Context: an optimization exercise on an open-source flow, tuned for small area, a short achievable clock period and few clock cycles. The choices shown serve that exercise and are no tape-out recipe. The RTL was checked by simulation tests, not by an equivalence proof against the original design. Power and IR drop assume default switching activity.

run 1:
==> flow/design.v (excerpt) <==
module dvb_voice (
    input  wire        clk,
    input  wire        rst,
    input  wire        cfg_we,
    input  wire [6:0]  cfg_addr,
    input  wire [7:0]  cfg_data,
    input  wire        cmd_valid,
    output wire        cmd_ready,
    input  wire [1:0]  cmd_op,
    input  wire [6:0]  cmd_note,
    input  wire [6:0]  cmd_vel,
    input  wire [15:0] cmd_count,
    output wire        out_valid,
    input  wire        out_ready,
    output wire [15:0] out_sample,
    output wire        active
);
    localparam [2:0] ENV_OFF     = 3'b000;
    localparam [2:0] ENV_ATTACK  = 3'b100;
    localparam [2:0] ENV_DECAY   = 3'b101;
    localparam [2:0] ENV_SUSTAIN = 3'b110;
    localparam [2:0] ENV_RELEASE = 3'b111;
    localparam [1:0] C_IDLE   = 2'd0;
    localparam [1:0] C_CMD    = 2'd1;
    localparam [1:0] C_NOTEON = 2'd2;
    localparam [1:0] C_RENDER = 2'd3;
    localparam [3:0] U_START = 4'd0;
    localparam [3:0] U_VIB   = 4'd1;
    localparam [3:0] U_U     = 4'd2;
    localparam [3:0] U_F     = 4'd3;
    localparam [3:0] U_FMOV  = 4'd4;
    localparam [3:0] U_FINE  = 4'd5;
    localparam [3:0] U_RMOV  = 4'd6;
    localparam [3:0] U_X     = 4'd7;
    localparam [3:0] U_XMOV  = 4'd8;
    localparam [3:0] U_DIV   = 4'd9;
    localparam [3:0] U_SSET  = 4'd10;
    localparam [3:0] U_SDIV  = 4'd11;
    localparam [3:0] U_KSET  = 4'd12;
    localparam [3:0] U_KMUL  = 4'd13;
    localparam [3:0] U_DONE  = 4'd14;
    localparam [3:0] U_PMOV  = 4'd15;
    reg [1:0]   initial_wave;
    reg [7:0]   seq_speed;
    reg [4:0]   seq_length;
    reg [7:0]   attack_length;
    reg [6:0]   attack_level;
    reg [7:0]   decay_length;
    reg [6:0]   decay_level;
    reg [7:0]   sustain_length;
    reg [6:0]   sustain_level;
    reg [7:0]   release_length;
    reg [7:0]   vib_delay;
    reg [5:0]   vib_speed;       
    reg [7:0]   vib_depth;
    reg [4:0]   arp_length;
    reg [31:0]  seq_waves;       
    reg [127:0] arp_offsets;     
    reg [15:0]  sample_rate;
    reg        cfg_we_q;
    reg [6:0]  cfg_addr_q;
    reg [7:0]  cfg_data_q;
    reg        rst_q;
    always @(posedge clk) begin
        cfg_we_q   <= cfg_we;
        cfg_addr_q <= cfg_addr;
        cfg_data_q <= cfg_data;
        rst_q      <= rst;
    end
    wire [1:0] cfg_wave  = (cfg_data_q[7:2] != 6'd0) ? 2'd3 : cfg_data_q[1:0];
  ...
clock: 180.0 ns
lec_check: 0
abc_area: 1
abc_clock_period_in_ps: 100000
cap_margin: 20
core_margin: 2
core_utilization: 62
place_density: 0.75
slew_margin: 20
buffer_ports_args: -buffer_cell sky130_fd_sc_hd__buf_2
standard.sh (not shown) runs the stock make flow with config.mk's settings and CLKGATE_MAP_FILE= SYNTH_SCRIPT=/design/flow/synth_recipe.tcl, a recipe that flattens the netlist after the stock synthesis.
==> flow/flow/run.sh <==
#!/bin/bash
# The standard layout (the standard.sh, all steps), with one change: the
# port buffers that the flow puts on every input and output are buf_2 cells
# instead of the flow's default pick, a slow delay buffer.
set -e
export BUFFER_PORTS_ARGS="-buffer_cell sky130_fd_sc_hd__buf_2"
echo "export BUFFER_PORTS_ARGS = -buffer_cell sky130_fd_sc_hd__buf_2" >> config.mk
bash standard.sh > standard.log 2>&1
Testbench counts of run 1, summed over its fixed seeds: cycles 646,383.
Here is what was changed in the inputs of run 2 compared with run 1.
# run 1
export LEC_CHECK = 0
export ABC_AREA = 1
export ABC_CLOCK_PERIOD_IN_PS = 100000
export CAP_MARGIN = 20
export CORE_MARGIN = 2
export CORE_UTILIZATION = 62
export PLACE_DENSITY = 0.75
export SLEW_MARGIN = 20
export BUFFER_PORTS_ARGS = -buffer_cell sky130_fd_sc_hd__buf_2
create_clock -name core_clock -period 180.0 [get_ports {clk}]
# run 2
export LEC_CHECK = 0
export ABC_AREA = 1
export ABC_CLOCK_PERIOD_IN_PS = 100000
export CAP_MARGIN = 20
export CORE_MARGIN = 2
export CORE_UTILIZATION = 55
export PLACE_DENSITY = 0.7
export SLEW_MARGIN = 20
export BUFFER_PORTS_ARGS = -buffer_cell sky130_fd_sc_hd__buf_2
create_clock -name core_clock -period 180.0 [get_ports {clk}]
Notes after the runs:
- Run 2 and run 1 ended up with roughly the same required time of the worst setup path.
- Run 2 reports a higher smallest setup slack after layout than run 1 does.
- Compared run 2 vs run 1, and initial cell density of the core is down in run 2.
- Run 2: done, clean on timing, DRC and antenna
- Wire length reported by the detailed router: run 2 vs run 1 down about 2.8%
- Run 2 ends up with a power attributed to the clock group that is about 3% lower than in run 1.
[inputs] run 3 vs run 2
# run 2
export LEC_CHECK = 0
export ABC_AREA = 1
export ABC_CLOCK_PERIOD_IN_PS = 100000
export CAP_MARGIN = 20
export CORE_MARGIN = 2
export CORE_UTILIZATION = 55
export PLACE_DENSITY = 0.7
export SLEW_MARGIN = 20
export BUFFER_PORTS_ARGS = -buffer_cell sky130_fd_sc_hd__buf_2
create_clock -name core_clock -period 180.0 [get_ports {clk}]
# run 3
export LEC_CHECK = 0
export ABC_AREA = 1
export ABC_CLOCK_PERIOD_IN_PS = 100000
export CAP_MARGIN = 20
export CORE_MARGIN = 2
export CORE_UTILIZATION = 55
export PLACE_DENSITY = 0.7
export SLEW_MARGIN = 20
create_clock -name core_clock -period 180.0 [get_ports {clk}]
==> flow/run.sh (new file) <==
#!/bin/bash
# synth_recipe.tcl (not shown) runs the flow's synth.tcl, then flattens the netlist and writes it again
# the make line also repeats each setting of config.mk as NAME=value (left out here)
make -C /OpenROAD-flow-scripts/flow DESIGN_CONFIG=/design/flow/config.mk WORK_HOME=/design/flow/orfs CLKGATE_MAP_FILE= SYNTH_SCRIPT=/design/flow/synth_recipe.tcl finish
removed: flow/flow/run.sh
removed: flow/standard.sh
Notes after the runs:
Run 3: full flow OK, the timing, DRC and antenna checks passed
The area added between synthesis and finish of run 3 exceeds that of run 2 by 0.82 points.
The worst setup margin of run 3 was inferior to that of run 2.
Run 3 and run 2 ended up with roughly the same mux contribution to synthesized area.

* * *

Setup of before:
Another version of the RTL of dvb_voice (not shown whole).
For scale: ~71 I/O pins, ~40000 µm² of cells after synthesis.
## dvb_voice
module dvb_voice (
    input  wire        clk,
    input  wire        rst,
    input  wire        cfg_we,
    input  wire [6:0]  cfg_addr,
    input  wire [7:0]  cfg_data,
    input  wire        cmd_valid,
    output wire        cmd_ready,
    input  wire [1:0]  cmd_op,
    input  wire [6:0]  cmd_note,
    input  wire [6:0]  cmd_vel,
    input  wire [15:0] cmd_count,
    output wire        out_valid,
    input  wire        out_ready,
    output wire [15:0] out_sample,
    output wire        active
);
Settings: LEC_CHECK=0, ABC_AREA=1, ABC_CLOCK_PERIOD_IN_PS=100000, CAP_MARGIN=20, CORE_MARGIN=2, CORE_UTILIZATION=55, PLACE_DENSITY=0.7, SLEW_MARGIN=20; clock period 180.0 ns.
run.sh (not shown) runs the stock make flow with config.mk's settings and CLKGATE_MAP_FILE= SYNTH_SCRIPT=/design/flow/synth_recipe.tcl, a recipe that flattens the netlist after the stock synthesis.
Stock flow here: none of the scripts above is used.
before was carried through to the last stage, and its layout satisfied the timing, DRC and antenna checks.
Testbench counts of before, summed over its fixed seeds: cycles 646,383.
Setup changes, before to after
- CORE_UTILIZATION changed from 55 to 40
- PLACE_DENSITY changed from 0.7 to 0.6
- after gives less fraction of power consumed by sequential logic than before did.
- Routability congestion estimate is higher on before
- Status | before and after | clean
- Changes observed in after relative to before: area added between synthesis and finish grew by 1.5 points; share of total power in the clock network grew by 0.6 points.

==> what the ideal ports hide <==
How much do the figures lean on ideal ports? The routed layouts below were timed once more, with nothing changed but the port constraints. Step 1 sets driving cells, clkbuf_16 on the clock port and buf_2 on the other inputs (assumed; they add their load-dependent delay and slew). Step 2 times the ports against the registers' clock, not the clock port: input delays grow and output delays shrink by t, the midpoint of the rising clock arrivals with the driver on. Slacks: no drivers / after step 1 / after step 2; pairs: no drivers / after step 1.
run | t (ns) | slack for setup (ns) | latest minus earliest clock arrival (ns)
run 1 | 0.690 | 142.868 / 142.802 / 142.583 | 0.031 / 0.032
run 2 | 0.674 | 142.877 / 142.814 / 142.481 | 0.044 / 0.044
run 3 | 0.674 | 142.508 / 142.445 / 142.155 | 0.035 / 0.036
before | 0.683 | 142.483 / 142.417 / 142.245 | 0.031 / 0.030
after | 0.706 | 142.417 / 142.355 / 142.187 | 0.049 / 0.049
After both steps every run listed still meets setup and hold. For run 2, which loses most, drivers alone change the setup slack by -0.063 ns; drivers and shift together by -0.396 ns.
